This is an optimization exercise on Yosys and OpenROAD, whose aim is small area and few clock cycles, not a production implementation.
Only simulation tests tie the RTL to the original design; equivalence was not proved.
The clock port is modelled as an ideal driver, which makes a skipped or thinned clock tree look cheaper than it is; a real chip needs a root buffer or a tree.
Power figures rest on the tool's default switching activity, not on a simulated workload.

**flow/design.v**
```verilog
module tacws (
    input  wire        clk,
    input  wire        rst,           
    input  wire        cmd_valid,
    output wire        cmd_ready,
    input  wire [47:0] cmd_word,
    output wire        rsp_valid,
    output wire [1:0]  rsp_status,
    output wire [15:0] rsp_data,
    output wire        bus_valid,
    output wire        bus_we,
    output wire [2:0]  bus_addr,
    output wire [15:0] bus_wdata,
    input  wire        bus_ready,
    input  wire [15:0] bus_rdata
);
    reg        busy;
    reg [3:0]  k;         
    reg        line;      
    reg        s;         
    reg        p;         
    reg        ie;        
    reg [1:0]  ch;        
    reg [2:0]  om;        
    reg [1:0]  lm;        
    reg [15:0] a;         
    reg [15:0] b;         
    wire [3:0] n_op = cmd_word[47:44];
    wire       n_p  = cmd_word[43];
    wire [1:0] n_ch = cmd_word[42:41];
    wire o_apply  = (n_op == 4'h1);
    wire o_chan   = (n_op == 4'h2);
    wire o_pwm    = (n_op == 4'h3);
    wire o_startm = (n_op == 4'h5);
    wire o_stop   = (n_op == 4'h6);
    wire o_getcnt = (n_op == 4'h7);
    wire o_rstcnt = (n_op == 4'h8);
    wire o_setper = (n_op == 4'h9);
    wire o_setdut = (n_op == 4'hA);
    wire o_getcc  = (n_op == 4'hB);
    wire n_illegal = (n_op == 4'h0) || (n_op >= 4'hC);
    wire n_nocfg   = (o_apply || o_chan || o_pwm) && !n_p;
    wire n_badch   = (o_chan || o_pwm || o_setdut || o_getcc) && (n_ch == 2'd3);
    wire [1:0] n_status = n_illegal ? 2'd3 : n_nocfg ? 2'd1 : n_badch ? 2'd2 : 2'd0;
    wire n_none    = n_illegal || n_nocfg || (n_badch && !o_pwm);
    wire n_line = o_chan || o_setdut || o_getcc;
    wire [3:0] n_k = (o_getcnt || o_getcc)           ? 4'd11 :
                     (o_setper || o_setdut || o_pwm) ? 4'd10 :
                     o_rstcnt                        ? 4'd2  : 4'd0;
    wire n_ie = o_apply ? cmd_word[36] : o_chan ? cmd_word[37] : o_stop;
    wire k9   = k[3] & ~k[1] & k[0];
    wire k10  = k[3] & k[1] & ~k[0];
    wire k11  = k[3] & k[1] & k[0];
    wire ld   = ~bus_we;
    wire last = k11 | (k10 & ~p) | (~line & s & ~k[3] & ~k[1] & k[0]);
    wire ch_ok = (ch != 2'd3);
    wire t0 = ~line & (k == 4'd0);
    wire t2 = ~line & (k == 4'd2);
    wire t4 = ~line & (k == 4'd4);
    wire t6 = ~line & (k == 4'd6);
    wire t8 = ~line & (k == 4'd8);
    wire c0 =  line & (k == 4'd0);
    wire c2 =  line & (k == 4'd2);
    wire c4 =  line & (k == 4'd4);
    wire c6 =  line & (k == 4'd6);
    wire c8 =  line & (k == 4'd8);
    wire [1:0] mv = lm & {2{s & ~ie}};
    reg [15:0] u;
    always @(*) begin
        u = bus_rdata;
        if (t4 | c8)  u[0] = 1'b0;
        if (t8)       u[1] = ie;
        if (c8)       u[1] = 1'b0;
        if (t2)       u[2] = 1'b1;
        if (t0)       u[5:4] = mv;
        if (t6)       u[5:4] = lm;
        if (c6)       u[4] = ie;
        if (c4)       u[5] = om[0];
        if (t6 | c4)  u[7:6] = om[2:1];
        if (t6)       u[9:8] = ch;
        if (c0)       u[8] = 1'b0;
        if (c2)       u[15:10] = 6'b0;
    end
    assign cmd_ready  = ~busy;
    assign rsp_valid  = ~busy & ~k[3];
    assign rsp_status = k[1:0];
    assign rsp_data   = a;
    assign bus_valid  = busy;
    assign bus_we     = k[0] ^ (k[3] & k[1]);
    assign bus_addr   = {line ? ch + 2'd1 : {1'b0, k10}, k[3] & k[1]};
    assign bus_wdata  = a;
    wire accept = ~busy & cmd_valid;
    wire step   = busy & bus_ready;
    always @(posedge clk) begin
        if (accept) begin
            line <= n_line;
            s    <= ~o_apply;
            p    <= o_pwm;
            ie   <= n_ie;
            ch   <= n_ch;
            om   <= cmd_word[40:38];
            b    <= o_pwm ? cmd_word[15:0] : cmd_word[31:16];
            a    <= n_none ? 16'h0000 : cmd_word[31:16];
        end else if (step) begin
            if (ld)
                a <= u;
            else if (k9)
                a <= b;
            else if (last)
                a <= 16'h0000;
            if (k10 & p)
                line <= ~line & ch_ok;
        end
    end
    always @(posedge clk) begin
        if (rst) begin
            busy <= 1'b0;
            k[3] <= 1'b1;
            lm   <= 2'd0;
        end else if (accept) begin
            if (n_none) begin
                k <= {2'b00, n_status};
            end else begin
                busy <= 1'b1;
                k    <= n_k;
            end
            if ((o_apply && n_p) || o_startm)
                lm <= cmd_word[38:37];
            if (o_pwm && n_p)
                lm <= 2'd1;
        end else if (step) begin
            if (last) begin
                busy <= 1'b0;
                k    <= {2'b00, p & ~ch_ok, 1'b0};
            end else if (k10 & p) begin
                k <= 4'd0;
            end else begin
                k <= k + 4'd1;
            end
        end
    end
endmodule
```
**flow/flow/run.sh**
```bash
#!/bin/bash
# ORFS layout through the standard.sh, with two changes:
#  - the ABC mapping script leaves out ABC's buffering and upsizing (the
#    design has timing slack to spare), so the mapping is smaller;
#  - the port buffers are plain buf_1 cells.
set -u
W=$(pwd)
rm -rf "$W/scripts_copy"
cp -r "$FLOW_HOME/scripts" "$W/scripts_copy"
cp "$W/flow/abc_map.script" "$W/scripts_copy/abc_speed.script"
export BUFFER_PORTS_ARGS="-buffer_cell sky130_fd_sc_hd__buf_1"
bash standard.sh "SCRIPTS_DIR=$W/scripts_copy" \
  "BUFFER_PORTS_ARGS=-buffer_cell sky130_fd_sc_hd__buf_1" finish > standard_flow.log 2>&1
```
**flow/flow/abc_map.script**
```
&get -n
&st
&dch
&nf -R 1000
&st
&syn2
&if -g -K 6
&synch2
&nf -R 1000
&st
&syn2
&if -g -K 6
&synch2
&nf -R 1000
&st
&syn2
&if -g -K 6
&synch2
&nf -R 1000
&st
&syn2
&if -g -K 6
&synch2
&nf -R 1000
&st
&syn2
&if -g -K 6
&synch2
&nf -R 1000
&put
topo
stime -c
dnsize -c
```
**flow/standard.sh**
```bash
#!/bin/bash
# synth_recipe.tcl (not shown) runs the flow's synth.tcl, then flattens the netlist and writes it again
# the make line also repeats each setting of config.mk as NAME=value (left out here)
make -C /OpenROAD-flow-scripts/flow DESIGN_CONFIG=/design/flow/config.mk WORK_HOME=/design/flow/orfs CLKGATE_MAP_FILE= SYNTH_SCRIPT=/design/flow/synth_recipe.tcl "${@:-finish}"
```
**flow/config.mk**
```make
export PLATFORM = sky130hd
export DESIGN_NAME = tacws
export DESIGN_NICKNAME = tacws
export VERILOG_FILES = /design/flow/design.v
export SDC_FILE = /design/flow/constraint.sdc
export NUM_CORES = 4
export LEC_CHECK = 0
export CAP_MARGIN = 20
export CORE_MARGIN = 2
export CORE_UTILIZATION = 40
export CTS_BUF_LIST = sky130_fd_sc_hd__clkbuf_8
export SLEW_MARGIN = 20
```
**flow/constraint.sdc**
```tcl
create_clock -name core_clock -period 6.0 [get_ports {clk}]
set_input_delay 1.2000 -clock core_clock [delete_from_list [all_inputs] [get_ports {clk}]]
set_output_delay 1.2000 -clock core_clock [all_outputs]
set_load 0.01 [all_outputs]
```
==> results of run 1 <==
==> cell usage in the layout (no fill, tap or decap), types with 3 or more instances in the layout <==
| cell type | count |
|---|---|
| a21oi_1 | 15 |
| a22oi_1 | 10 |
| a31oi_1 | 3 |
| a32oi_1 | 3 |
| buf_1 | 104 |
| buf_4 | 3 |
| clkbuf_8 | 5 |
| clkinv_1 | 10 |
| dfxtp_1 | 4 |
| edfxtp_1 | 44 |
| ha_1 | 6 |
| mux2_1 | 19 |
| mux2i_1 | 3 |
| nand2_1 | 25 |
| nand2b_1 | 5 |
| nand3_1 | 10 |
| nor2_1 | 21 |
| nor2b_1 | 4 |
| nor3_1 | 6 |
| o21ai_0 | 20 |
==> through the flow <==
stage	hold slack [ns]	worst slack, ns
finish	0.499	2.64
global route	0.496	2.54
CTS	0.485	2.65
detailed placement	0.473	2.56
global placement	0.460	2.65
floorplan	0.422	2.47
==> report_power, final <==
part	internal (mW)	switching, mW	total (mW)
clock network	0.122	0.110	0.232
registers	0.413	0.0222	0.435
logic	0.0700	0.128	0.198
==> worst max-delay path: cells and delay by family, from the launching register on <==
kind,cells,cell delay [ns]
adders and majority gates,1,0.56
buffers and inverters,2,0.54
DFF,1,0.50
and+or+nand+nor,1,0.26
==> sequential cells by signal (all words and copies together), names as in the netlist <==
name,count
s,1
busy,1
line,1
ie,1
p,1
b,16
k,4
om,3
ch,2
lm,2
a,16
==> worst min-delay path by stage <==
stage               slack, ns  endpoint  cells after the start
finish                   0.50     lm[1]                      2
CTS                      0.48     lm[1]                      2
floorplan                0.42     lm[1]                      2
detailed placement       0.47     lm[1]                      2
global route             0.50     lm[1]                      2
global placement         0.46     lm[1]                      2
==> final cells by class <==
| cell class | instances | area, µm² |
|---|---|---|
| Timing Repair Buffer | 107 | 413 |
| Sequential cell | 48 | 1400 |
| Fill cell | 650 | 3220 |
| Tap cell | 77 | 96.3 |
| Clock inverter | 3 | 37.5 |
| Clock buffer | 5 | 68.8 |
| Inverter | 8 | 30.0 |
| Multi-Input combinational cell | 177 | 1150 |
==> per-layer routing <==
metal	routed length, µm	track usage, %
met4	79	5.63
met1	3090	24.6
met2	3190	29.2
met3	421	3.27
met5	0	0
==> logic make-up after synthesis <==
group           count (synthesis)  share of synthesized area, %
compound gates                 63                          14.7
xor+xnor                        3                         0.976
fa+ha+maj                       6                          2.79
buf+inv                        26                          6.13
flops                          48                          52.0
mux                            22                          9.06
simple gates                   83                          14.4
==> flow_summary.toml, run 1 <==
[grt]
first_global_vias = 2056
overflow = 0
grt_use_total_pct = 18.0
grt_max_degree = 48
antenna_found_initial = 0
grt_pass1_wl_um = 10200

[setup_path]
r2r-end = "a[5]"
crit_slowest_cell = "ha_1"
r2r_cells = 4
startpoint = "k[1]"
path_cells = "and2_0 -> ha_1 -> clkinv_1 -> buf_1"
rr_startpoint = "k[1]"
arrival_ns = 2.16
r2r_slack_ns = 3.08
crit_path_start_kind = "flop"
endpoint = "bus_we"
crit_fanout = 10
crit_required_ns = 4.80
endpoint_kind = "output pin"
critPathKind = "flop to output pin"
critPathMaxStageDelay_ns = 0.56

[power_and_ir_drop]
p_leak_nw = 1.05
ir_drop_mv = 0.140
power_uw = 864
p_per_area_nw_per_um2 = 270

[placed_design]
place_inst = 417
dp_hpwl_um = 4760
io_buffers = 104
gp_congestion = 0.762
place_area_um2 = 3090

[drt]
wire_per_inst_um = 15.9
ant_nets = 0
routed_wl_um = 6780
firstDrtPassIters = 4
avgViaCountPerCell = 5.37
drc = 0
num_vias = 2282
drt_iter0_drc = 155

[clock_tree]
clk-insertion-delay-late_ns = 0.31
cts_made_buffers = 5
cts_hold_buffers = 0
post_cts_buffers = 0
ctsResizeCount = 0
root_buffer = "clkbuf_8"
cts_num_sinks = 48
cts_tree = "yes"
clkSlewWorstSetupHoldPaths_ns = 0.08
clock_tree.buffer_depth = 2
cts-htree-levels = 2

[job]
max-cap-violations = 0

[floorplan]
die_x_um = 86.1
die_y_um = 86.1
die_area_um2 = 7410
initial_core_util_pct = 41.9
fp.coreArea_um2 = 6420
ioPinCount = 109
rows = 29

[logic_synthesis]
yosysMostFrequentCell = "edfxtp_1"
yosysWarningCount = 1
ys_ff_latch = 48
synth_top_area_share_pct = 49.0
synth_edf_count = 44
netlist_top_cells_count = "edfxtp_1 (44), nand2_1 (25), nor2_1 (21)"
synth-main-ff-cell = "edfxtp_1"
synth_cells = 251
synthArstFlopShare_pct = 0
syn_nets = 325
seq_area_frac_synth_pct = 52.0
synth_area_um2 = 2690
synth_top_area_cell = "edfxtp_1"
synth_area_leaders = "edfxtp_1 (49%), mux2_1 (7.9%), buf_4 (5.0%)"
postSynthAreaPerCell_um2 = 10.7
netlist-cell-type-count = 37

[final_layout]
antenna_cells = 0
fin_cells = 425
post-route-cell-area_um2 = 3200
drive_gt1_share_pct = 3.45
finalNetCount = 421
syn2layout_area_growth_pct = 18.7
finalCoreUtilization_pct = 49.8

[timing]
relSlewSlack_pct = 29.1
finalSetupTns_ns = 0
rsz0062_at_grt = "false"
drv_slew = 0
setup_viol = 0
hold_violations = 0
timing.final.crit_share_pct = 56.0
worst_pin_slew_ns = 1.06
max_freq_ghz = 0.297
min_period_ns = 3.36
finalClockSkew_ns = 0.00574

[worst_hold_path]
hp-class = "flop to flop"
worstHoldStart = "lm[1]"

[run_status]
status = "timing/DRC/antenna clean"
Testbench counts, summed over its fixed seeds: cycles 22,002.
==> run 2: changes to the inputs <==
--- a/flow/design.v
+++ b/flow/design.v
@@ -64,22 +64,27 @@
     wire c4 =  line & (k == 4'd4);
     wire c6 =  line & (k == 4'd6);
     wire c8 =  line & (k == 4'd8);
-    wire [1:0] mv = lm & {2{s & ~ie}};
-    reg [15:0] u;
+    wire [1:0] mv = lm & {2{s & ~ie}};     
+    reg [15:0] keep, val;
     always @(*) begin
-        u = bus_rdata;
-        if (t4 | c8)  u[0] = 1'b0;
-        if (t8)       u[1] = ie;
-        if (c8)       u[1] = 1'b0;
-        if (t2)       u[2] = 1'b1;
-        if (t0)       u[5:4] = mv;
-        if (t6)       u[5:4] = lm;
-        if (c6)       u[4] = ie;
-        if (c4)       u[5] = om[0];
-        if (t6 | c4)  u[7:6] = om[2:1];
-        if (t6)       u[9:8] = ch;
-        if (c0)       u[8] = 1'b0;
-        if (c2)       u[15:10] = 6'b0;
+        keep = 16'hFFFF;
+        val  = 16'h0000;
+        if (t4 | c8)  keep[0] = 1'b0;
+        if (t8 | c8)  keep[1] = 1'b0;
+        if (t8)       val[1]  = ie;
+        if (t2)       begin keep[2] = 1'b0; val[2] = 1'b1; end
+        if (t0 | t6 | c6) keep[4] = 1'b0;
+        if (t0)       val[4] = mv[0];
+        if (t6)       val[4] = lm[0];
+        if (c6)       val[4] = ie;
+        if (t0 | t6 | c4) keep[5] = 1'b0;
+        if (t0)       val[5] = mv[1];
+        if (t6)       val[5] = lm[1];
+        if (c4)       val[5] = om[0];
+        if (t6 | c4)  begin keep[7:6] = 2'b00; val[7:6] = om[2:1]; end
+        if (t6 | c0)  keep[8] = 1'b0;
+        if (t6)       begin keep[9] = 1'b0; val[9:8] = ch; end
+        if (c2)       keep[15:10] = 6'b0;
     end
     assign cmd_ready  = ~busy;
     assign rsp_valid  = ~busy & ~k[3];
@@ -91,27 +96,31 @@
     assign bus_wdata  = a;
     wire accept = ~busy & cmd_valid;
     wire step   = busy & bus_ready;
+    always @(posedge clk)
+        b <= ({16{~busy & o_pwm}} & cmd_word[15:0])
+           | ({16{~busy & ~o_pwm}} & cmd_word[31:16])
+           | ({16{busy}} & b);
     always @(posedge clk) begin
-        if (accept) begin
+        if (~busy) begin
             line <= n_line;
             s    <= ~o_apply;
             p    <= o_pwm;
             ie   <= n_ie;
             ch   <= n_ch;
             om   <= cmd_word[40:38];
-            b    <= o_pwm ? cmd_word[15:0] : cmd_word[31:16];
-            a    <= n_none ? 16'h0000 : cmd_word[31:16];
-        end else if (step) begin
-            if (ld)
-                a <= u;
-            else if (k9)
-                a <= b;
-            else if (last)
-                a <= 16'h0000;
-            if (k10 & p)
-                line <= ~line & ch_ok;
+        end else if (step & k10 & p) begin
+            line <= ~line & ch_ok;
         end
     end
+    wire sel_cmd = accept & ~n_none;
+    wire sel_u   = busy & ld;
+    wire sel_b   = step & k9;
+    wire a_hold  = ~(accept | sel_u | sel_b | (step & last));
+    always @(posedge clk)
+        a <= ({16{sel_cmd}} & cmd_word[31:16])
+           | ({16{sel_u}} & ((bus_rdata & keep) | val))
+           | ({16{sel_b}} & b)
+           | ({16{a_hold}} & a);
     always @(posedge clk) begin
         if (rst) begin
             busy <= 1'b0;
==> flow/flow/run.sh (replaced) <==
#!/bin/bash
# ORFS layout through the standard.sh, with these changes:
#  - the ABC mapping script leaves out ABC's buffering and upsizing (the
#    design has timing slack to spare), so the mapping is smaller;
#  - the port buffers are plain buf_1 cells;
set -u
W=$(pwd)
rm -rf "$W/scripts_copy"
cp -r "$FLOW_HOME/scripts" "$W/scripts_copy"
cp "$W/flow/abc_map.script" "$W/scripts_copy/abc_speed.script"
CTS="-sink_clustering_enable -repair_clock_nets -dont_use_dummy_load -buf_list sky130_fd_sc_hd__clkbuf_8"
export BUFFER_PORTS_ARGS="-buffer_cell sky130_fd_sc_hd__buf_1"
export CTS_ARGS="$CTS"
export POST_CTS_TCL="$W/flow/post_cts.tcl"
bash standard.sh "SCRIPTS_DIR=$W/scripts_copy" "CTS_ARGS=$CTS" "POST_CTS_TCL=$W/flow/post_cts.tcl" \
  "BUFFER_PORTS_ARGS=-buffer_cell sky130_fd_sc_hd__buf_1" finish > standard_flow.log 2>&1
==> flow/flow/post_cts.tcl (new file) <==
set block [ord::get_db_block]
set db [ord::get_db]
set clknet [$block findNet clk]
set roots {}
foreach it [$clknet getITerms] {
  set inst [$it getInst]
  if {[string match "sky130_fd_sc_hd__clkbuf*" [[$inst getMaster] getName]]} { lappend roots $inst }
}
if {[llength $roots] == 1} {
  set root [lindex $roots 0]
  set rootnet [[$root findITerm X] getNet]
  set leaves {}
  foreach it [$rootnet getITerms] {
    if {[$it getInst] ne $root} { lappend leaves $it }
  }
  if {[llength $leaves] <= 4} {
    foreach it $leaves {
      $it disconnect
      $it connect $clknet
    }
    odb::dbInst_destroy $root
    odb::dbNet_destroy $rootnet
    foreach it $leaves {
      [$it getInst] swapMaster [$db findMaster sky130_fd_sc_hd__buf_6]
    }
    puts "post_cts: removed the root clock buffer; clk drives [llength $leaves] buf_6 leaves"
  } else {
    puts "post_cts: root drives [llength $leaves] pins; tree kept"
  }
} else {
  puts "post_cts: [llength $roots] buffers on clk; tree kept"
}
==> flow/config.mk (replaced) <==
export PLATFORM = sky130hd
export DESIGN_NAME = tacws
export DESIGN_NICKNAME = tacws
export VERILOG_FILES = /design/flow/design.v
export SDC_FILE = /design/flow/constraint.sdc
export NUM_CORES = 4
export LEC_CHECK = 0
export CAP_MARGIN = 0
export CORE_MARGIN = 2
export CORE_UTILIZATION = 40
export SLEW_MARGIN = 0
==> run 2 against run 1 <==
- highest routed layer is now met3
- still clean on timing, DRC and antenna
- combinational power increased by 6%
- wire length shrank 1.1%
- global-route usage increased by 1.5 points
- largest power group unchanged
- setup slack better by 0.33 ns
- sequential power decreased by 2%
- critical path depth shrank 2
- first-iteration DRC count fell by 7.7%
- utilization fell by 0.69 points
- cell area is 7.5% lower
- clock-buffer cell count fell by 1
==> flow_summary.toml, run 2 <==
[run_status]
status = "timing/DRC/antenna clean"

[floorplan]
die_area_um2 = 6960
rows = 28
fp.coreArea_um2 = 6030
ioPinCount = 109
die_x_um = 83.5
initial_core_util_pct = 41.9
die_y_um = 83.5

[logic_synthesis]
netlist_top_cells_count = "nand2_1 (58), dfxtp_1 (36), o21ai_0 (26)"
synth-main-ff-cell = "dfxtp_1"
yosysMostFrequentCell = "nand2_1"
synth_area_leaders = "dfxtp_1 (29%), edfxtp_1 (14%), nand2_1 (8.6%)"
syn_nets = 359
synth_cells = 285
postSynthAreaPerCell_um2 = 8.86
seq_area_frac_synth_pct = 42.8
synthArstFlopShare_pct = 0
synth_top_area_cell = "dfxtp_1"
synth_edf_count = 12
synth_top_area_share_pct = 28.5
ys_ff_latch = 48
yosysWarningCount = 1
synth_area_um2 = 2520
netlist-cell-type-count = 38

[setup_path]
r2r_slack_ns = 3.16
crit_slowest_cell = "dfxtp_1"
critPathKind = "flop to output pin"
r2r-end = "a[10]"
crit_path_start_kind = "flop"
endpoint_kind = "output pin"
path_cells = "clkinv_1 -> buf_1"
startpoint = "busy"
crit_required_ns = 4.80
rr_startpoint = "busy"
critPathMaxStageDelay_ns = 0.82
crit_fanout = 26
r2r_cells = 6
arrival_ns = 1.84
endpoint = "cmd_ready"

[worst_hold_path]
hp-class = "flop to flop"

[power_and_ir_drop]
combPwrFrac_pct = 27.2
switching_share_pct = 32.3
p_int_uw = 521
power_frac_seq_pct = 55.6
p_leak_nw = 1.04
p_switching_uw = 249
p_per_area_nw_per_um2 = 260
ir_drop_mv = 0.115
power_uw = 770
pwr-share-clk_pct = 17.2

[placed_design]
dp_hpwl_um = 4920
post-place-ws_ns = 2.89
io_buffers = 104
gp_congestion = 0.794

[drt]
wire_per_inst_um = 14.8
drt_iter0_drc = 143
avgViaCountPerCell = 5.26
num_vias = 2387
routed_wl_um = 6700
firstDrtPassIters = 5
ant_nets = 0
drc = 0

[grt]
antenna_found_initial = 0
first_global_vias = 2224
grt_pass1_wl_um = 11100
grt_use_total_pct = 19.5
overflow = 0
grt_max_degree = 27

[clock_tree]
clk-insertion-delay-late_ns = 0.12
clkSlewWorstSetupHoldPaths_ns = 0.08
cts_num_sinks = 48

[final_layout]
drive_gt1_share_pct = 2.64
reg.largest.list = "a x16, b x16, k x4"
antenna_cells = 0
final_common_cell = "buf_1"
finalNetCount = 455
mostFrequentLayoutCells = "buf_1 (104), nand2_1 (58), dfxtp_1 (36)"
syn2layout_area_growth_pct = 17.2

[timing]
relSlewSlack_pct = 33.4
max_freq_ghz = 0.329
finalClockSkew_ns = 0.0130
worst_pin_slew_ns = 0.998
rsz0062_at_grt = "false"
timing.final.crit_share_pct = 50.6
drv_slew = 0
hold_violations = 0
setup_viol = 0
min_period_ns = 3.04
finalSetupTns_ns = 0
fin_ws_ns = 2.96

[job]
max-cap-violations = 0
-- run 2: stage by stage --
stage	area [µm²]	hold slack [ns]	utilization, %	cells
floorplan	2520	0.427	-	285
global placement	2910	0.441	48.4	450
detailed placement	2910	0.449	48.4	450
global route	2960	0.502	49.1	454
finish	2960	0.466	49.1	454
-- run 2: power by group through the flow --
stage               sequential (mW)  clock (mW)  combinational (mW)
detailed placement            0.435           0               0.211
global placement              0.433           0               0.209
floorplan                     0.437           0               0.144
global route                  0.436       0.154               0.235
finish                        0.428       0.132               0.210
-- run 2: how the worst min path moves through the flow --
stage                from     to  depth (start not counted)
floorplan           b[10]  b[10]                          2
global placement    b[15]  b[15]                          2
detailed placement  b[10]  b[10]                          2
global route         b[4]   b[4]                          2
finish               b[3]   b[3]                          2
-- run 2: metal layers --
layer | track usage [%] | wire [µm] | vias to the layer above
met2 | 31.8 | 3220 | 77
met4 | 3.81 | 0 | 0
met1 | 27.3 | 3070 | 1088
met5 | 0 | 0 | -
li1 | - | - | 1222
met3 | 3.56 | 412 | 0
-- run 2: area by class of cell --
| cell class | instances | area, µm² |
|---|---|---|
| Fill cell | 636 | 3070 |
| Multi-Input combinational cell | 213 | 1300 |
| Sequential cell | 48 | 1080 |
| Timing Repair Buffer | 108 | 420 |
| Tap cell | 75 | 93.8 |
| Clock buffer | 4 | 45.0 |
| Inverter | 6 | 22.5 |
-- run 2: worst max-delay path: cells and delay by family (launching register included) --
| family | cells | cell delay, ns |
|---|---|---|
| buf+inv | 2 | 0.89 |
| flops | 1 | 0.82 |
-- run 2: cell families (layout without fill, tap and decap cells) --
family / Yosys count / after routing / synth area share, %
and+or+nand+nor: 109 / 109 / 19.2
AOI/OAI and AO/OA: 74 / 74 / 19.3
DFF: 48 / 48 / 42.8
buffers and inverters: 24 / 118 / 6.24
muxes: 22 / 22 / 8.77
adders and majority gates: 6 / 6 / 2.97
xor gates and xnor gates: 2 / 2 / 0.694
Testbench counts of run 2, summed over its fixed seeds: cycles 22,002.
==> run 3: changes to the inputs <==
--- a/flow/flow/run.sh
+++ b/flow/flow/run.sh
@@ -1,7 +1,8 @@
 #!/bin/bash
 # ORFS layout through the standard.sh, with these changes:
-#  - the ABC mapping script leaves out ABC's buffering and upsizing (the
-#    design has timing slack to spare), so the mapping is smaller;
+#  - the ABC mapping script (abc_map.script) maps for area: two rounds of
+#    choice-based mapping after fraig/scorr/dc2, and none of ABC's
+#    buffering or upsizing (the design has timing slack to spare);
 #  - the port buffers are plain buf_1 cells;
 set -u
 W=$(pwd)
==> flow/flow/abc_map.script (replaced) <==
strash
&get -n
&fraig -x
&put
scorr
dc2
strash
&get -n
&dch -f
&nf -R 1000
&put
strash
&get -n
&dch -f
&nf -R 1000
&put
topo
stime -c
dnsize -c
--- a/flow/config.mk
+++ b/flow/config.mk
@@ -7,5 +7,5 @@
 export LEC_CHECK = 0
 export CAP_MARGIN = 0
 export CORE_MARGIN = 2
-export CORE_UTILIZATION = 40
+export CORE_UTILIZATION = 60
 export SLEW_MARGIN = 0
==> run 3 against run 2 <==
- hold slack got worse by 0.019 ns
- critical endpoint is now a[8]
- die area fell by 36%
- sequential power rose by 1%
- utilization rose by 26 points
- still clean
- largest cell class is now registers
- first-iteration DRC count rose by 130%
- combinational power rose by 6%
- synthesized cell count fell by 7.0%
- sequential share of layout area rose by 2.4 points
- largest power group unchanged
- flip-flop and latch count did not move
==> flow_summary.toml, run 3 <==
[run_status]
status = "timing/DRC/antenna clean"

[grt]
overflow = 0
first_global_vias = 1977
antenna_found_initial = 0
grt_use_total_pct = 27.6
grt_max_degree = 28
grt_pass1_wl_um = 9180

[setup_path]
endpoint_kind = "flop"
crit_slowest_cell = "dfxtp_1"
critPathMaxStageDelay_ns = 1.03
crit_fanout = 27
path_depth = 6
cp_top_family = "simple AND/OR/NAND/NOR gates"
r2r-end = "a[8]"
cpMostUsedCell = "nand2_1"
path_cells = "clkinv_1 -> nand2_1 -> o21ai_0 -> nor3_2 -> a222oi_1 -> nand2_1"
crit_required_ns = 6.04
endpoint = "a[8]"
r2r_cells = 6
crit_path_start_kind = "flop"
rr_startpoint = "busy"
critPathKind = "flop to flop"
arrival_ns = 3.76
crit_buf_inv = 1
r2r_slack_ns = 2.28
startpoint = "busy"

[timing]
drv_slew = 0
min_period_ns = 3.72
timing.final.crit_share_pct = 62.0
whs_ns = 0.448
finalClockSkew_ns = 0.0222
rsz0062_at_grt = "false"
worst_pin_slew_ns = 1.16
setup_viol = 0
finalSetupTns_ns = 0
relSlewSlack_pct = 22.1
max_freq_ghz = 0.269
hold_violations = 0

[clock_tree]
cts_num_sinks = 48
clkSlewWorstSetupHoldPaths_ns = 0.09
clk-insertion-delay-late_ns = 0.12

[floorplan]
die_area_um2 = 4460
rows = 22
die_x_um = 66.8
fp.coreArea_um2 = 3720
die_y_um = 66.8
ioPinCount = 109
initial_core_util_pct = 63.7

[placed_design]
io_buffers = 104
gp_congestion = 0.866
place_inst = 403
dp_hpwl_um = 4440

[logic_synthesis]
synth_cells = 265
netlist_top_cells_count = "nand2_1 (41), dfxtp_1 (36), a222oi_1 (31)"
synth_area_um2 = 2370
synth-main-ff-cell = "dfxtp_1"
netlist-cell-type-count = 28
synthArstFlopShare_pct = 0
seq_area_frac_synth_pct = 45.7
synth_area_leaders = "dfxtp_1 (30%), edfxtp_1 (15%), a222oi_1 (13%)"
postSynthAreaPerCell_um2 = 8.93
syn_nets = 339
yosysWarningCount = 1
synth_edf_count = 12
synth_top_area_cell = "dfxtp_1"
synth_top_area_share_pct = 30.5
ys_ff_latch = 48
yosysMostFrequentCell = "nand2_1"

[drt]
drt_iter0_drc = 332
num_vias = 2430
routed_wl_um = 6050
avgViaCountPerCell = 5.97
wire_per_inst_um = 14.9
firstDrtPassIters = 6
drc = 0
ant_nets = 0

[power_and_ir_drop]
ir_drop_mv = 0.234
p_per_area_nw_per_um2 = 283
power_uw = 785
p_leak_nw = 0.997

[final_layout]
mostFrequentLayoutCells = "buf_1 (104), nand2_1 (41), dfxtp_1 (36)"
finalNetCount = 435
reg.largest.list = "a x16, b x16, k x4"
final_common_cell = "buf_1"
syn2layout_area_growth_pct = 17.4
antenna_cells = 0
finalCoreUtilization_pct = 74.7
drive_gt1_share_pct = 3.34
fin_cells = 407

[worst_hold_path]
hp-class = "flop to flop"

[job]
max-cap-violations = 0
## run 3: changes by cell type in the layout (fill, tap and decap cells not counted), sizes merged, moves of 5 or more
cell	change
nor2	+7
a21oi	-6
clkinv	+18
mux2i	-21
nand2	-17
a221o	-5
a222oi	+22
o21ai	-8
## run 3: final cells by class
class                      instances  area [µm²]
fill                             325         938
multi-input combinational        175        1080
inverter                          24        90.1
sequential                        48        1080
tap                               48        60.1
clock buffer                       4        45.0
timing repair buffer             108         420
## run 3: worst min path at each step
stage,from,to,slack (ns),depth (start not counted)
2_1_floorplan,b[1],a[1],0.45,2
3_3_place_gp,a[14],a[14],0.44,2
3_5_place_dp,a[13],a[13],0.44,2
5_1_grt,a[14],a[14],0.48,2
6_report,a[13],a[13],0.45,2
## run 3: worst min-delay path, cell delays in order, from the launching register on
cell,delay (ns)
dfxtp_1,0.32
nand2_1,0.05
nand2_1,0.04
## run 3: metrics by stage
step	setup WS [ns]	instance area, µm²
floorplan	2.83	2370
global placement	2.45	2730
detailed placement	2.36	2730
global route	1.99	2780
finish	2.28	2780
## run 3: cells by family (layout without fill, tap and decap cells)
family,Yosys count,after routing,share of synthesized area [%]
AO/OA/AOI/OAI,74,74,23.5
XOR/XNOR,3,3,1.11
adder cells (fa/ha/maj),6,6,3.17
AND/OR/NAND/NOR,92,92,17.0
flip-flops,48,48,45.7
buffers and inverters,42,136,9.52
## run 3: per-layer routing
| metal | global-route usage, % | routed length [µm] |
|---|---|---|
| met5 | 0 | 0 |
| met4 | 7.65 | 56 |
| met3 | 5.91 | 653 |
| met2 | 45.9 | 2940 |
| met1 | 36.4 | 2390 |
## run 3: power breakdown
part           total [mW]  internal (mW)  switching, mW  leakage, nW
Combinational       0.223         0.0865          0.137        0.550
Clock               0.128         0.0532         0.0753       0.0242
Sequential          0.434          0.388         0.0459        0.423
Total               0.785          0.527          0.258        0.997
==> run 4: changes to the inputs <==
--- a/flow/config.mk
+++ b/flow/config.mk
@@ -7,5 +7,5 @@
 export LEC_CHECK = 0
 export CAP_MARGIN = 0
 export CORE_MARGIN = 2
-export CORE_UTILIZATION = 60
+export CORE_UTILIZATION = 75
 export SLEW_MARGIN = 0
==> run 4 against run 3 <==
- critical path depth did not move
- largest power group unchanged
- via count rose by 8.6%
- first-iteration DRC count rose by 29%
- sequential share of layout area rose by 0.18 points
- critical endpoint is now a[5]
- clock skew fell by 0.0097 ns
- still clean on timing, DRC and antenna
- cell area fell by 0.45%
- final cell count fell by 1.2%
- die area fell by 19%
- synthesized cell count did not move
- utilization rose by 17 points
- clock power rose by 6%
==> flow_summary.toml, run 4 <==
[drt]
avgViaCountPerCell = 6.56
num_vias = 2639
routed_wl_um = 7170
firstDrtPassIters = 11
wire_per_inst_um = 17.8
drt_iter0_drc = 429
drc = 0
ant_nets = 0

[run_status]
status = "timing/DRC/antenna clean"

[setup_path]
path_cells = "buf_1 -> nand3_1 -> nor3_2 -> nor3_2 -> a222oi_1 -> o21ai_0"
crit_required_ns = 5.98
cp_top_family = "simple AND/OR/NAND/NOR gates"
crit_buf_inv = 1
critPathKind = "primary input to flop"
crit_slowest_cell = "nor3_2"
arrival_ns = 3.54
endpoint_kind = "flop"
critPathMaxStageDelay_ns = 0.97
crit_fanout = 17
crit_path_start_kind = "primary input"
cpMostUsedCell = "nor3_2"

[logic_synthesis]
synth_cells = 265
synthArstFlopShare_pct = 0
synth_area_leaders = "dfxtp_1 (30%), edfxtp_1 (15%), a222oi_1 (13%)"
synth_top_area_share_pct = 30.5
postSynthAreaPerCell_um2 = 8.93
synth-main-ff-cell = "dfxtp_1"
synth_edf_count = 12
syn_nets = 339
netlist_top_cells_count = "nand2_1 (41), dfxtp_1 (36), a222oi_1 (31)"
synth_area_um2 = 2370
synth_top_area_cell = "dfxtp_1"
ys_ff_latch = 48
yosysMostFrequentCell = "nand2_1"
seq_area_frac_synth_pct = 45.7
netlist-cell-type-count = 28
yosysWarningCount = 1

[grt]
grt_use_total_pct = 39.1
grt_pass1_wl_um = 10400
first_global_vias = 2259
antenna_found_initial = 0
grt_max_degree = 28
overflow = 0

[timing]
hold_violations = 0
finalClockSkew_ns = 0.0125
finalSetupTns_ns = 0
min_period_ns = 3.56
timing.final.crit_share_pct = 59.4
drv_slew = 0
worst_pin_slew_ns = 1.29
setup_viol = 0
rsz0062_at_grt = "false"
relSlewSlack_pct = 13.9
whs_ns = 0.456
max_freq_ghz = 0.281

[floorplan]
die_area_um2 = 3620
die_x_um = 60.2
rows = 20
die_y_um = 60.2
fp.coreArea_um2 = 3030
ioPinCount = 109
initial_core_util_pct = 78.1

[clock_tree]
clkSlewWorstSetupHoldPaths_ns = 0.09
clk-insertion-delay-late_ns = 0.12
cts_num_sinks = 48

[worst_hold_path]
hp-class = "flop to flop"

[final_layout]
fill_cells = 135
reg.largest.list = "a x16, b x16, k x4"
finalNetCount = 434
syn2layout_area_growth_pct = 16.9
seq_area_um2 = 1080
multi_input_area_um2 = 1080
drive_gt1_share_pct = 3.07
final_common_cell = "buf_1"
antenna_cells = 0
mostFrequentLayoutCells = "buf_1 (104), nand2_1 (41), dfxtp_1 (36)"

[placed_design]
io_buffers = 104
dp_hpwl_um = 4690
gp_congestion = 0.880

[job]
max-cap-violations = 0

[power_and_ir_drop]
p_leak_nw = 0.992
p_per_area_nw_per_um2 = 293
ir_drop_mv = 0.202
## run 4: metal layers
layer	GRT usage, %	vias to the layer above	routed length [µm]
met3	8.01	44	967
met5	0	-	0
met4	18.1	0	357
met2	65.8	248	3390
met1	47.7	1173	2460
li1	-	1174	-
## run 4: final timing paths
kind	startpoint	to	slack, ns	depth (start not counted)
max	bus_ready	a[5]	2.44	6
min	a[11]	a[11]	0.46	2
max reg2reg	k[1]	a[5]	2.64	8
min reg2reg	a[11]	a[11]	0.46	2
## run 4: logic make-up after synthesis
kind of cell | share of synthesized area [%]
buffers and inverters | 9.52
AOI/OAI and AO/OA | 23.5
xor gates and xnor gates | 1.11
DFF | 45.7
adders and majority gates | 3.17
and+or+nand+nor | 17.0
## run 4: metrics by stage
step	worst slack (ns)	instance area, µm²	instances	power, mW	util [%]
after floorplan	2.83	2370	265	0.599	-
after global placement	2.63	2720	398	0.653	89.8
after detailed placement	2.52	2720	398	0.667	89.8
after global routing	2.44	2770	402	0.844	91.3
final	2.44	2770	402	0.811	91.3
## run 4: cell type report
class | count | area share [%]
clock buffers | 4 | 1.63
repair buffers | 107 | 14.9
multi-input cells | 175 | 39.1
inverters | 24 | 3.26
flip-flops and latches | 48 | 39.1
well taps | 44 | 1.99
## run 4: where the power goes
group | leakage [nW] | switching, mW | internal, mW
sequential | 0.423 | 0.0422 | 0.387
combinational | 0.545 | 0.159 | 0.0865
clock | 0.0242 | 0.0826 | 0.0534
total | 0.992 | 0.284 | 0.527
## run 4: worst reg2reg max path: stages (launching register included)
cell	delay (ns)
edfxtp_1	0.51
and2_0	0.26
ha_1	0.25
nor2b_1	0.15
a211oi_1	0.49
o21ai_0	0.18
nor3_2	0.97
a222oi_1	0.26
o21ai_0	0.20
==> run 5: changes to the inputs <==
--- a/flow/config.mk
+++ b/flow/config.mk
@@ -7,5 +7,5 @@
 export LEC_CHECK = 0
 export CAP_MARGIN = 0
 export CORE_MARGIN = 2
-export CORE_UTILIZATION = 75
+export CORE_UTILIZATION = 40
 export SLEW_MARGIN = 0
==> run 5 against run 4 <==
- still clean
- clock power about the same
- synthesized area did not move
- utilization shrank 43 points
- maximum frequency is 15% higher
- cell area increased by 1.9%
- clock skew grew 0.0014 ns
- clock-buffer cell count stayed put
- critical endpoint is now a[6]
- largest cell class unchanged
- highest routed layer unchanged
==> flow_summary.toml, run 5 <==
[grt]
grt_pass1_wl_um = 9960
grt_use_total_pct = 19.8
first_global_vias = 2125
overflow = 0
antenna_found_initial = 0
grt_max_degree = 27

[timing]
relSlewSlack_pct = 17.3
drv_slew = 0
setup_viol = 0
worst_pin_slew_ns = 1.23
finalSetupTns_ns = 0
hold_violations = 0
max_freq_ghz = 0.323
min_period_ns = 3.10
timing.final.crit_share_pct = 51.6
rsz0062_at_grt = "false"
finalClockSkew_ns = 0.0140

[floorplan]
die_area_um2 = 6550
initial_core_util_pct = 40.7
fp.coreArea_um2 = 5820
ioPinCount = 109
rows = 28
die_y_um = 80.9
die_x_um = 80.9

[setup_path]
arrival_ns = 3.15
crit_fanout = 16
endpoint_kind = "flop"
critPathKind = "flop to flop"
crit_required_ns = 6.05
crit_path_start_kind = "flop"

[final_layout]
mostFrequentLayoutCells = "buf_1 (104), nand2_1 (41), dfxtp_1 (36)"
reg.largest.list = "a x16, b x16, k x4"
final_common_cell = "buf_1"
fin_cells = 435
syn2layout_area_growth_pct = 19.1
post-route-cell-area_um2 = 2820
drive_gt1_share_pct = 3.61
antenna_cells = 0
finalNetCount = 436
finalCoreUtilization_pct = 48.5

[logic_synthesis]
synth_edf_count = 12
ys_ff_latch = 48
synth_area_um2 = 2370
synthArstFlopShare_pct = 0
synth_cells = 265
seq_area_frac_synth_pct = 45.7
synth_top_area_cell = "dfxtp_1"
syn_nets = 339
synth_top_area_share_pct = 30.5
postSynthAreaPerCell_um2 = 8.93
netlist_top_cells_count = "nand2_1 (41), dfxtp_1 (36), a222oi_1 (31)"
synth-main-ff-cell = "dfxtp_1"
yosysWarningCount = 1
yosysMostFrequentCell = "nand2_1"
synth_area_leaders = "dfxtp_1 (30%), edfxtp_1 (15%), a222oi_1 (13%)"
netlist-cell-type-count = 28

[power_and_ir_drop]
p_per_area_nw_per_um2 = 281
p_switching_uw = 263
switching_share_pct = 33.3
combPwrFrac_pct = 29.1
power_frac_seq_pct = 54.0
power_uw = 791
pwr-share-clk_pct = 16.9
p_int_uw = 528
ir_drop_mv = 0.108
p_leak_nw = 1.00

[placed_design]
dp_hpwl_um = 4670
place_area_um2 = 2770
place_inst = 431
gp_congestion = 0.803
io_buffers = 104

[drt]
routed_wl_um = 6470
firstDrtPassIters = 6
wire_per_inst_um = 14.9
num_vias = 2352
ant_nets = 0
drt_iter0_drc = 226
drc = 0
avgViaCountPerCell = 5.41

[run_status]
status = "timing/DRC/antenna clean"

[worst_hold_path]
hp-class = "flop to flop"

[job]
max-cap-violations = 0

[clock_tree]
cts_num_sinks = 48
clkSlewWorstSetupHoldPaths_ns = 0.09
clk-insertion-delay-late_ns = 0.12
run 5: worst paths after layout:
| path | start | endpoint | slack (ns) | cells after the start |
|---|---|---|---|---|
| min | a[1] | a[1] | 0.45 | 2 |
| max | k[1] | a[6] | 2.90 | 8 |
| max reg2reg | k[1] | a[6] | 2.90 | 8 |
| min reg2reg | a[1] | a[1] | 0.45 | 2 |
run 5: cells by family after synthesis:
family	count (synthesis)	share of synthesized area [%]
AOI/OAI and AO/OA	74	23.5
DFF	48	45.7
and+or+nand+nor	92	17.0
adders and majority gates	6	3.17
buffers and inverters	42	9.52
xor gates and xnor gates	3	1.11
run 5: cell type report:
type                            instances  area, µm²
Clock buffer                            4       45.0
Fill cell                             587       3000
Inverter                               24       90.1
Multi-Input combinational cell        175       1080
Sequential cell                        48       1080
Tap cell                               75       93.8
Timing Repair Buffer                  109        428
run 5: per-stage QoR:
stage / hold slack (ns) / worst slack [ns]
final: 0.451 / 2.90
after floorplan: 0.453 / 2.83
after detailed placement: 0.443 / 2.86
after global routing: 0.482 / 2.59
after global placement: 0.437 / 2.87
run 5: metal layers:
metal,up-vias,global-route usage (%),part of all wire [%]
met5,-,0,0
met4,0,5.59,1.1
met3,8,3.89,8.9
met2,107,34.5,47
met1,1055,24.7,43
li1,1182,-,-
run 5: power by group through the flow:
stage                     Clock [mW]  Sequential [mW]  Combinational [mW]
after floorplan                    0            0.443               0.157
after global placement             0            0.433               0.231
after detailed placement           0            0.434               0.232
after global routing           0.153            0.436               0.263
final                          0.134            0.427               0.230
run 5: worst max-delay path: stages, from the launching register on:
cell,delay (ns)
edfxtp_1,0.51
and2_0,0.26
ha_1,0.25
nor2b_1,0.14
a211oi_1,0.40
o21ai_0,0.18
nor3_2,0.96
a222oi_1,0.21
o21ai_0,0.14
==> run 6: changes to the inputs <==
--- a/flow/design.v
+++ b/flow/design.v
@@ -32,10 +32,6 @@
     wire o_chan   = (n_op == 4'h2);
     wire o_pwm    = (n_op == 4'h3);
     wire o_startm = (n_op == 4'h5);
-    wire o_stop   = (n_op == 4'h6);
-    wire o_getcnt = (n_op == 4'h7);
-    wire o_rstcnt = (n_op == 4'h8);
-    wire o_setper = (n_op == 4'h9);
     wire o_setdut = (n_op == 4'hA);
     wire o_getcc  = (n_op == 4'hB);
     wire n_illegal = (n_op == 4'h0) || (n_op >= 4'hC);
@@ -43,27 +39,29 @@
     wire n_badch   = (o_chan || o_pwm || o_setdut || o_getcc) && (n_ch == 2'd3);
     wire [1:0] n_status = n_illegal ? 2'd3 : n_nocfg ? 2'd1 : n_badch ? 2'd2 : 2'd0;
     wire n_none    = n_illegal || n_nocfg || (n_badch && !o_pwm);
-    wire n_line = o_chan || o_setdut || o_getcc;
-    wire [3:0] n_k = (o_getcnt || o_getcc)           ? 4'd11 :
-                     (o_setper || o_setdut || o_pwm) ? 4'd10 :
-                     o_rstcnt                        ? 4'd2  : 4'd0;
-    wire n_ie = o_apply ? cmd_word[36] : o_chan ? cmd_word[37] : o_stop;
+    wire n_line = n_op[1] & (n_op[3] | (~n_op[2] & ~n_op[0]));
+    wire [3:0] n_k = {(n_op[3] & (n_op[1] | n_op[0])) | (n_op[1] & n_op[0]),
+                      1'b0,
+                      n_op[3] | (n_op[1] & n_op[0]),
+                      n_op[1] & n_op[0] & (n_op[3] | n_op[2])};
+    wire n_ie = n_op[2] ? n_op[1] : n_op[0] ? (~n_op[1] & cmd_word[36]) : cmd_word[37];
+    wire b_lo = n_op[1] & n_op[0];
     wire k9   = k[3] & ~k[1] & k[0];
     wire k10  = k[3] & k[1] & ~k[0];
     wire k11  = k[3] & k[1] & k[0];
     wire ld   = ~bus_we;
     wire last = k11 | (k10 & ~p) | (~line & s & ~k[3] & ~k[1] & k[0]);
     wire ch_ok = (ch != 2'd3);
-    wire t0 = ~line & (k == 4'd0);
-    wire t2 = ~line & (k == 4'd2);
-    wire t4 = ~line & (k == 4'd4);
-    wire t6 = ~line & (k == 4'd6);
-    wire t8 = ~line & (k == 4'd8);
-    wire c0 =  line & (k == 4'd0);
-    wire c2 =  line & (k == 4'd2);
-    wire c4 =  line & (k == 4'd4);
-    wire c6 =  line & (k == 4'd6);
-    wire c8 =  line & (k == 4'd8);
+    wire t0 = ~line & ~k[3] & ~k[2] & ~k[1];
+    wire t2 = ~line & ~k[3] & ~k[2] &  k[1];
+    wire t4 = ~line & ~k[3] &  k[2] & ~k[1];
+    wire t6 = ~line & ~k[3] &  k[2] &  k[1];
+    wire t8 = ~line &  k[3] & ~k[1];
+    wire c0 =  line & ~k[3] & ~k[2] & ~k[1];
+    wire c2 =  line & ~k[3] & ~k[2] &  k[1];
+    wire c4 =  line & ~k[3] &  k[2] & ~k[1];
+    wire c6 =  line & ~k[3] &  k[2] &  k[1];
+    wire c8 =  line &  k[3] & ~k[1];
     wire [1:0] mv = lm & {2{s & ~ie}};     
     reg [15:0] keep, val;
     always @(*) begin
@@ -97,13 +95,13 @@
     wire accept = ~busy & cmd_valid;
     wire step   = busy & bus_ready;
     always @(posedge clk)
-        b <= ({16{~busy & o_pwm}} & cmd_word[15:0])
-           | ({16{~busy & ~o_pwm}} & cmd_word[31:16])
+        b <= ({16{~busy & b_lo}} & cmd_word[15:0])
+           | ({16{~busy & ~b_lo}} & cmd_word[31:16])
            | ({16{busy}} & b);
     always @(posedge clk) begin
         if (~busy) begin
             line <= n_line;
-            s    <= ~o_apply;
+            s    <= |n_op[3:1];       
             p    <= o_pwm;
             ie   <= n_ie;
             ch   <= n_ch;
--- a/flow/config.mk
+++ b/flow/config.mk
@@ -8,4 +8,5 @@
 export CAP_MARGIN = 0
 export CORE_MARGIN = 2
 export CORE_UTILIZATION = 40
+export PLACE_DENSITY = 0.8
 export SLEW_MARGIN = 0
==> run 6 against run 5 <==
- still clean on timing, DRC and antenna
- critical path depth up 1
- cell area down 1.3%
- sequential power about the same
- sequential share of layout area up 0.50 points
- maximum frequency up 5.0%
- register-to-register slack better by 0.24 ns
- non-clock buffer count up 1
- die area down 1.4%
- clock skew down 0.0031 ns
- first-iteration DRC count down 25%
- synthesized area down 1.5%
- combinational power down 3%
==> flow_summary.toml, run 6 <==
[power_and_ir_drop]
ir_drop_mv = 0.115
p_per_area_nw_per_um2 = 280
power_uw = 778
p_leak_nw = 1.01

[run_status]
status = "timing/DRC/antenna clean"

[logic_synthesis]
netlist-cell-type-count = 33
synth_area_um2 = 2330
yosysMostFrequentCell = "nand2_1"
synth_area_leaders = "dfxtp_1 (31%), edfxtp_1 (15%), a222oi_1 (13%)"
netlist_top_cells_count = "nand2_1 (38), dfxtp_1 (36), a222oi_1 (31)"
ys_ff_latch = 48
synth_cells = 256
synth_top_area_share_pct = 30.9
postSynthAreaPerCell_um2 = 9.11
synthArstFlopShare_pct = 0
synth_edf_count = 12
yosysWarningCount = 1
synth_top_area_cell = "dfxtp_1"
syn_nets = 328
seq_area_frac_synth_pct = 46.4
synth-main-ff-cell = "dfxtp_1"

[final_layout]
reg.largest.list = "a x16, b x16, k x4"
mostFrequentLayoutCells = "buf_1 (104), nand2_1 (38), dfxtp_1 (36)"
fill_cells = 557
finalNetCount = 426
finalCoreUtilization_pct = 49.9
final_common_cell = "buf_1"
syn2layout_area_growth_pct = 19.4
antenna_cells = 0
drive_gt1_share_pct = 3.69

[timing]
worst_pin_slew_ns = 0.834
rsz0062_at_grt = "false"
timing.final.crit_share_pct = 49.1
relSlewSlack_pct = 44.0
finalClockSkew_ns = 0.0109
min_period_ns = 2.95
setup_viol = 0
fin_ws_ns = 3.05
max_freq_ghz = 0.339
hold_violations = 0
drv_slew = 0
finalSetupTns_ns = 0
whs_ns = 0.443

[placed_design]
post-place-ws_ns = 2.98
dp_hpwl_um = 5010
gp_congestion = 0.865
io_buffers = 104

[clock_tree]
clk-insertion-delay-late_ns = 0.12
cts_num_sinks = 48
clkSlewWorstSetupHoldPaths_ns = 0.08

[drt]
ant_nets = 0
drc = 0
wire_per_inst_um = 15.6
avgViaCountPerCell = 5.67
num_vias = 2405
firstDrtPassIters = 9
routed_wl_um = 6630
drt_iter0_drc = 170

[setup_path]
critPathMaxStageDelay_ns = 0.33
crit_path_start_kind = "primary input"
crit_required_ns = 6.04
arrival_ns = 2.99
endpoint_kind = "flop"
cpMostUsedCell = "o21ai_0"
critPathKind = "primary input to flop"
r2r-end = "a[2]"
r2r_cells = 9
path_depth = 9
crit_fanout = 18
path_cells = "buf_1 -> nand2_1 -> nor3_1 -> nor2_1 -> nor3_2 -> buf_4 -> o21ai_0 -> o22a_1 -> o21ai_0"
rr_startpoint = "k[1]"
crit_buf_inv = 2
r2r_slack_ns = 3.14
cp_top_family = "simple AND/OR/NAND/NOR gates"
crit_slowest_cell = "nor3_1"

[grt]
grt_use_total_pct = 20.3
overflow = 0
grt_max_degree = 27
grt_pass1_wl_um = 10100
first_global_vias = 2181
antenna_found_initial = 0

[floorplan]
rows = 27
die_x_um = 80.3
die_area_um2 = 6450
initial_core_util_pct = 41.8
fp.coreArea_um2 = 5570
die_y_um = 80.3
ioPinCount = 109

[worst_hold_path]
hp-class = "flop to flop"
hold_end = "a[12]"
worstHoldStart = "b[12]"
min_path_cells = 2

[job]
max-cap-violations = 0
[run 6: how the worst max path moves through the flow]
stage                       from  endpoint  slack (ns)
global route        cmd_word[45]      k[3]        2.89
detailed placement  cmd_word[45]      k[3]        2.98
global placement    cmd_word[45]      k[3]        3.05
floorplan              bus_ready      a[5]        2.71
finish              cmd_word[45]      k[3]        3.05
[run 6: tightest hold or removal path, cell delays in order, from the launching register on]
cell and delay (ns):
dfxtp_1 0.32, nand2_1 0.05, nand2_1 0.04
[run 6: routing by layer]
layer	part of all wire (%)	global-route usage [%]	vias up
met1	42	24.3	1122
met5	0	0	-
met2	49	36.9	116
met3	7.8	3.48	8
li1	-	-	1159
met4	1.3	6.27	0
[run 6: report_power, final]
part | internal, mW | leakage [nW] | switching (mW)
Clock | 0.0532 | 0.0242 | 0.0769
Combinational | 0.0858 | 0.568 | 0.136
Sequential | 0.386 | 0.422 | 0.0402
[run 6: through the flow]
step	instances	instance area [µm²]
after floorplan	256	2330
final	424	2780
after detailed placement	420	2740
after global placement	420	2740
after global routing	424	2780
[run 6: area by class of cell]
type	count	area, µm²	share of cell area (%)
clock buffer	4	45.0	1.62
inverter	22	82.6	2.97
multi-input combinational	168	1050	37.7
sequential	48	1080	38.8
tap	72	90.1	3.24
timing repair buffer	110	435	15.6
[run 6: logic make-up (layout without fill, tap and decap cells)]
| family | after synthesis | count (layout) | share of synthesized area [%] |
|---|---|---|---|
| xor+xnor | 2 | 2 | 0.752 |
| simple gates | 90 | 90 | 17.4 |
| compound gates | 72 | 72 | 23.9 |
| flops | 48 | 48 | 46.4 |
| buf+inv | 40 | 136 | 9.34 |
| fa+ha+maj | 4 | 4 | 2.15 |
Testbench counts of run 6, summed over its fixed seeds: cycles 22,002.
==> run 7: changes to the inputs <==
--- a/flow/config.mk
+++ b/flow/config.mk
@@ -7,6 +7,5 @@
 export LEC_CHECK = 0
 export CAP_MARGIN = 0
 export CORE_MARGIN = 2
-export CORE_UTILIZATION = 40
-export PLACE_DENSITY = 0.8
+export CORE_UTILIZATION = 55
 export SLEW_MARGIN = 0
==> run 7 against run 6 <==
- still clean on timing, DRC and antenna
- register-to-register slack improved by 0.16 ns
- maximum frequency rose by 4.1%
- non-clock buffer count did not move
- combinational power barely moved
- clock skew rose by 0.0080 ns
- sequential power barely moved
- critical path depth fell by 1
- global-route usage rose by 5.6 points
- wire length fell by 5.2%
- sequential share of layout area rose by 0.39 points
- highest routed layer unchanged
==> flow_summary.toml, run 7 <==
[run_status]
status = "timing/DRC/antenna clean"

[drt]
avgViaCountPerCell = 5.95
drc = 0
num_vias = 2391
ant_nets = 0
wire_per_inst_um = 15.6
firstDrtPassIters = 6
drt_iter0_drc = 225
routed_wl_um = 6290

[grt]
grt_max_degree = 27
grt_use_total_pct = 25.9
antenna_found_initial = 0
overflow = 0
grt_pass1_wl_um = 10100
first_global_vias = 2145

[placed_design]
place_inst = 398
gp_congestion = 0.911
io_buffers = 104
dp_hpwl_um = 4610

[floorplan]
rows = 23
die_area_um2 = 4770
ioPinCount = 109
initial_core_util_pct = 57.9
die_y_um = 69.1
fp.coreArea_um2 = 4030
die_x_um = 69.1

[logic_synthesis]
ys_ff_latch = 48
postSynthAreaPerCell_um2 = 9.11
synth_area_um2 = 2330
synth_top_area_cell = "dfxtp_1"
synth_top_area_share_pct = 30.9
seq_area_frac_synth_pct = 46.4
synthArstFlopShare_pct = 0
synth-main-ff-cell = "dfxtp_1"
netlist-cell-type-count = 33
synth_cells = 256
synth_area_leaders = "dfxtp_1 (31%), edfxtp_1 (15%), a222oi_1 (13%)"
syn_nets = 328
netlist_top_cells_count = "nand2_1 (38), dfxtp_1 (36), a222oi_1 (31)"
yosysWarningCount = 1
yosysMostFrequentCell = "nand2_1"
synth_edf_count = 12

[timing]
hold_violations = 0
max_freq_ghz = 0.353
setup_viol = 0
finalClockSkew_ns = 0.0189
worst_pin_slew_ns = 0.737
finalSetupTns_ns = 0
min_period_ns = 2.83
relSlewSlack_pct = 50.7
timing.final.crit_share_pct = 47.2
drv_slew = 0
rsz0062_at_grt = "false"

[power_and_ir_drop]
p_leak_nw = 1.01
combPwrFrac_pct = 28.4
ir_drop_mv = 0.147
pwr-share-clk_pct = 17.0
switching_share_pct = 32.4
power_frac_seq_pct = 54.6
p_per_area_nw_per_um2 = 282
p_int_uw = 524
p_switching_uw = 252

[setup_path]
arrival_ns = 2.84
r2r_cells = 8
critPathKind = "primary input to flop"
endpoint_kind = "flop"
r2r_slack_ns = 3.30
crit_required_ns = 6.01
crit_path_start_kind = "primary input"
crit_fanout = 17

[clock_tree]
cts_num_sinks = 48
clk-insertion-delay-late_ns = 0.12
clkSlewWorstSetupHoldPaths_ns = 0.09

[worst_hold_path]
min_path_cells = 2
hp-class = "flop to flop"

[final_layout]
reg.largest.list = "a x16, b x16, k x4"
finalNetCount = 426
mostFrequentLayoutCells = "buf_1 (104), nand2_1 (38), dfxtp_1 (36)"
fin_cells = 402
drive_gt1_share_pct = 3.69
final_common_cell = "buf_1"
fill_cells = 389
antenna_cells = 0
syn2layout_area_growth_pct = 18.2

[job]
max-cap-violations = 0
[run 7: cell counts in the layout (fill, tap and decap cells not counted)]
Identical to the previous run, type by type.
[run 7: metrics by stage]
stage | cell area (µm²) | setup slack, ns | util (%) | power [mW] | hold WS, ns
6_report | 2760 | 3.17 | 68.4 | 0.776 | 0.442
3_3_place_gp | 2710 | 3.08 | 67.3 | 0.645 | 0.426
3_5_place_dp | 2710 | 3.04 | 67.3 | 0.651 | 0.432
2_1_floorplan | 2330 | 2.71 | - | 0.585 | 0.415
5_1_grt | 2760 | 2.98 | 68.4 | 0.823 | 0.483
[run 7: layout make-up]
class	instances	area (µm²)	share of cell area, %
tap	50	62.6	2.27
clock buffer	4	45.0	1.63
inverter	22	82.6	3.00
multi-input combinational	168	1050	38.1
sequential	48	1080	39.2
timing repair buffer	110	435	15.8
[run 7: path summary, 6_finish.rpt]
path | from | endpoint
min reg2reg | b[12] | a[12]
max | cmd_word[45] | a[13]
min | b[12] | a[12]
max reg2reg | k[1] | a[5]
[run 7: power by group through the flow]
stage | clock [mW] | combinational (mW) | sequential [mW]
6_report | 0.132 | 0.220 | 0.424
3_3_place_gp | 0 | 0.218 | 0.428
3_5_place_dp | 0 | 0.220 | 0.431
5_1_grt | 0.148 | 0.244 | 0.431
2_1_floorplan | 0 | 0.147 | 0.438
[run 7: cells by family (layout without fill, tap and decap cells)]
logic type               after synthesis  after routing  synth area share (%)
adder cells (fa/ha/maj)                4              4                  2.15
buffers and inverters                 40            136                  9.34
flip-flops                            48             48                  46.4
XOR/XNOR                               2              2                 0.752
AO/OA/AOI/OAI                         72             72                  23.9
AND/OR/NAND/NOR                       90             90                  17.4
[run 7: worst max-delay path: stages]
cell and delay (ns):
buf_1 0.25, nor2_1 0.13, or4_1 0.43, nand2_1 0.12, nor3_2 0.05, buf_4 0.21
a222oi_1 0.35, nand2_1 0.09
[run 7: layer usage]
metal	up-vias	routed length (µm)	GRT usage, %
li1	1158	-	-
met1	1096	2640	36.2
met2	129	2940	41.0
met3	8	651	5.85
met4	0	65	6.10
met5	-	0	0
==> run 8: changes to the inputs <==
--- a/flow/config.mk
+++ b/flow/config.mk
@@ -7,5 +7,5 @@
 export LEC_CHECK = 0
 export CAP_MARGIN = 0
 export CORE_MARGIN = 2
-export CORE_UTILIZATION = 55
+export CORE_UTILIZATION = 40
 export SLEW_MARGIN = 0
==> run 8 against run 7 <==
- sequential power barely moved
- synthesized cell count is the same
- highest routed layer unchanged
- wire length up 2.1%
- cell area up 1.0%
- hold slack better by 0.0046 ns
- still clean on timing, DRC and antenna
- die area rose by 35%
- via count is 2.3% lower
- total power increased by 0.12%
- utilization is 18 points lower
==> flow_summary.toml, run 8 <==
[timing]
min_period_ns = 2.83
rsz0062_at_grt = "false"
finalClockSkew_ns = 0.0176
worst_pin_slew_ns = 0.648
setup_viol = 0
max_freq_ghz = 0.353
timing.final.crit_share_pct = 47.2
finalSetupTns_ns = 0
hold_violations = 0
drv_slew = 0
whs_ns = 0.446
relSlewSlack_pct = 56.6

[drt]
avgViaCountPerCell = 5.51
routed_wl_um = 6420
wire_per_inst_um = 15.1
firstDrtPassIters = 7
num_vias = 2337
drc = 0
ant_nets = 0
drt_iter0_drc = 187

[grt]
use_met2_pct = 32.5
grt_use_total_pct = 19.1
grt-busiest-layer = "met2"
grt_pass1_wl_um = 9580
antenna_found_initial = 0
overflow = 0
first_global_vias = 2020
use_met3_pct = 3.71
met1_usage_pct = 25.4
grt_max_degree = 27

[setup_path]
arrival_ns = 2.87
r2r_cells = 8
r2r_slack_ns = 3.35
crit_path_start_kind = "primary input"
cp_top_family = "simple AND/OR/NAND/NOR gates"
endpoint_kind = "flop"
path_depth = 9
crit_fanout = 18
crit_slowest_cell = "nor3_1"
crit_buf_inv = 2
startpoint = "cmd_word[45]"
critPathKind = "primary input to flop"
endpoint = "k[3]"
path_cells = "buf_1 -> nand2_1 -> nor3_1 -> nor2_1 -> nor3_2 -> buf_4 -> o21ai_0 -> o22a_1 -> o21ai_0"
critPathMaxStageDelay_ns = 0.27
crit_required_ns = 6.04
rr_startpoint = "k[1]"
cpMostUsedCell = "o21ai_0"
r2r-end = "a[5]"

[final_layout]
multi_input_area_um2 = 1050
post-route-cell-area_um2 = 2780
reg.largest.list = "a x16, b x16, k x4"
final_common_cell = "buf_1"
fill_cells = 574
syn2layout_area_growth_pct = 19.4
seq_area_um2 = 1080
mostFrequentLayoutCells = "buf_1 (104), nand2_1 (38), dfxtp_1 (36)"
finalNetCount = 426
drive_gt1_share_pct = 3.69
antenna_cells = 0

[power_and_ir_drop]
ir_drop_mv = 0.126
p_per_area_nw_per_um2 = 279
power_uw = 777
p_leak_nw = 1.01

[placed_design]
gp_congestion = 0.806
io_buffers = 104
dp_hpwl_um = 4700
place_area_um2 = 2740

[clock_tree]
clk-insertion-delay-late_ns = 0.12
cts_num_sinks = 48
clkSlewWorstSetupHoldPaths_ns = 0.09

[logic_synthesis]
synth_top_area_share_pct = 30.9
synth_edf_count = 12
netlist-cell-type-count = 33
seq_area_frac_synth_pct = 46.4
ys_ff_latch = 48
synth_area_um2 = 2330
syn_nets = 328
synthArstFlopShare_pct = 0
yosysWarningCount = 1
postSynthAreaPerCell_um2 = 9.11
synth_cells = 256
yosysMostFrequentCell = "nand2_1"
synth_top_area_cell = "dfxtp_1"
synth_area_leaders = "dfxtp_1 (31%), edfxtp_1 (15%), a222oi_1 (13%)"
netlist_top_cells_count = "nand2_1 (38), dfxtp_1 (36), a222oi_1 (31)"
synth-main-ff-cell = "dfxtp_1"

[floorplan]
die_y_um = 80.3
rows = 27
die_x_um = 80.3
fp.coreArea_um2 = 5570
ioPinCount = 109
die_area_um2 = 6450
initial_core_util_pct = 41.8

[worst_hold_path]
hp-class = "flop to flop"

[run_status]
status = "timing/DRC/antenna clean"

[job]
max-cap-violations = 0
[run 8: kinds of logic (layout without fill, tap and decap cells)]
kind of cell / Yosys count / after routing / synth area share, %
buffers and inverters: 40 / 136 / 9.34
adder cells (fa/ha/maj): 4 / 4 / 2.15
AND/OR/NAND/NOR: 90 / 90 / 17.4
XOR/XNOR: 2 / 2 / 0.752
AO/OA/AOI/OAI: 72 / 72 / 23.9
flip-flops: 48 / 48 / 46.4
[run 8: routing by layer]
layer / routed length [µm] / share of wire, % / vias to the layer above
met5: 0 / 0 / -
met4: 46 / 0.72 / 0
met3: 475 / 7.4 / 4
met2: 2970 / 46 / 106
met1: 2930 / 46 / 1065
li1: - / - / 1162
[run 8: report_power, final]
group / internal, mW / total [mW] / switching (mW)
clock: 0.0533 / 0.133 / 0.0799
sequential: 0.385 / 0.424 / 0.0389
combinational: 0.0857 / 0.220 / 0.134
total: 0.524 / 0.777 / 0.253
[run 8: through the flow]
stage | cells | util [%] | setup slack (ns)
6_report | 424 | 49.9 | 3.17
5_1_grt | 424 | 49.9 | 2.93
3_5_place_dp | 420 | 49.1 | 3.03
3_3_place_gp | 420 | 49.1 | 3.04
2_1_floorplan | 256 | - | 2.71
[run 8: layout make-up]
cell class | count | share of cell area (%)
sequential | 48 | 38.8
clock buffer | 4 | 1.62
multi-input combinational | 168 | 37.7
tap | 72 | 3.24
timing repair buffer | 110 | 15.6
inverter | 22 | 2.97
[run 8: how the worst min path moves through the flow]
stage	start	end	slack, ns	depth (start not counted)
floorplan	b[10]	a[10]	0.42	2
global placement	b[12]	a[12]	0.43	2
detailed placement	b[12]	a[12]	0.43	2
global route	b[13]	a[13]	0.47	2
finish	b[12]	a[12]	0.45	2
[run 8: worst reg2reg max path, cell delays in order (launching register included)]
cell and delay (ns):
edfxtp_1 0.55, and2_0 0.28, ha_1 0.33, clkinv_1 0.11
nor2_1 0.51, nor4_2 0.09, buf_4 0.22, a222oi_1 0.33
o21ai_0 0.13

-- re-timing with driven ports --
In the flow no input, the clock included, has a driving cell. The finished layouts below were timed again as built, in two steps. Step 1 assumes that a clkbuf_16 drives the clock port and a buf_2 every other input. Step 2 times the ports against the registers' clock, not the clock port: input delays grow and output delays shrink by t, the midpoint of the rising clock arrivals with the driver on. a / b / c = ideal / step 1 / step 2; a / b = the first two.
run | t (ns) | setup slack, ns | worst hold slack (ns) | slew at the worst register clock pin (ns)
run 1 | 0.336 | 2.637 / 2.606 / 2.783 | 0.499 / 0.499 / 0.499 | 0.09 / 0.09
run 2 | 0.174 | 2.965 / 2.907 / 2.836 | 0.466 / 0.466 / 0.466 | 0.09 / 0.09
run 3 | 0.167 | 2.278 / 2.278 / 2.278 | 0.448 / 0.448 / 0.448 | 0.09 / 0.09
run 4 | 0.172 | 2.436 / 2.469 / 2.297 | 0.456 / 0.456 / 0.456 | 0.09 / 0.09
run 5 | 0.168 | 2.905 / 2.905 / 2.885 | 0.451 / 0.451 / 0.451 | 0.09 / 0.09
run 6 | 0.168 | 3.051 / 3.085 / 2.917 | 0.443 / 0.443 / 0.443 | 0.09 / 0.09
run 7 | 0.170 | 3.167 / 3.131 / 3.031 | 0.442 / 0.442 / 0.442 | 0.09 / 0.09
run 8 | 0.170 | 3.169 / 3.203 / 3.033 | 0.446 / 0.446 / 0.446 | 0.09 / 0.09
After both steps setup and hold are still met in every run listed. The setup slack of run 4, which loses most, moves by +0.033 ns with the drivers and by -0.139 ns with both steps.
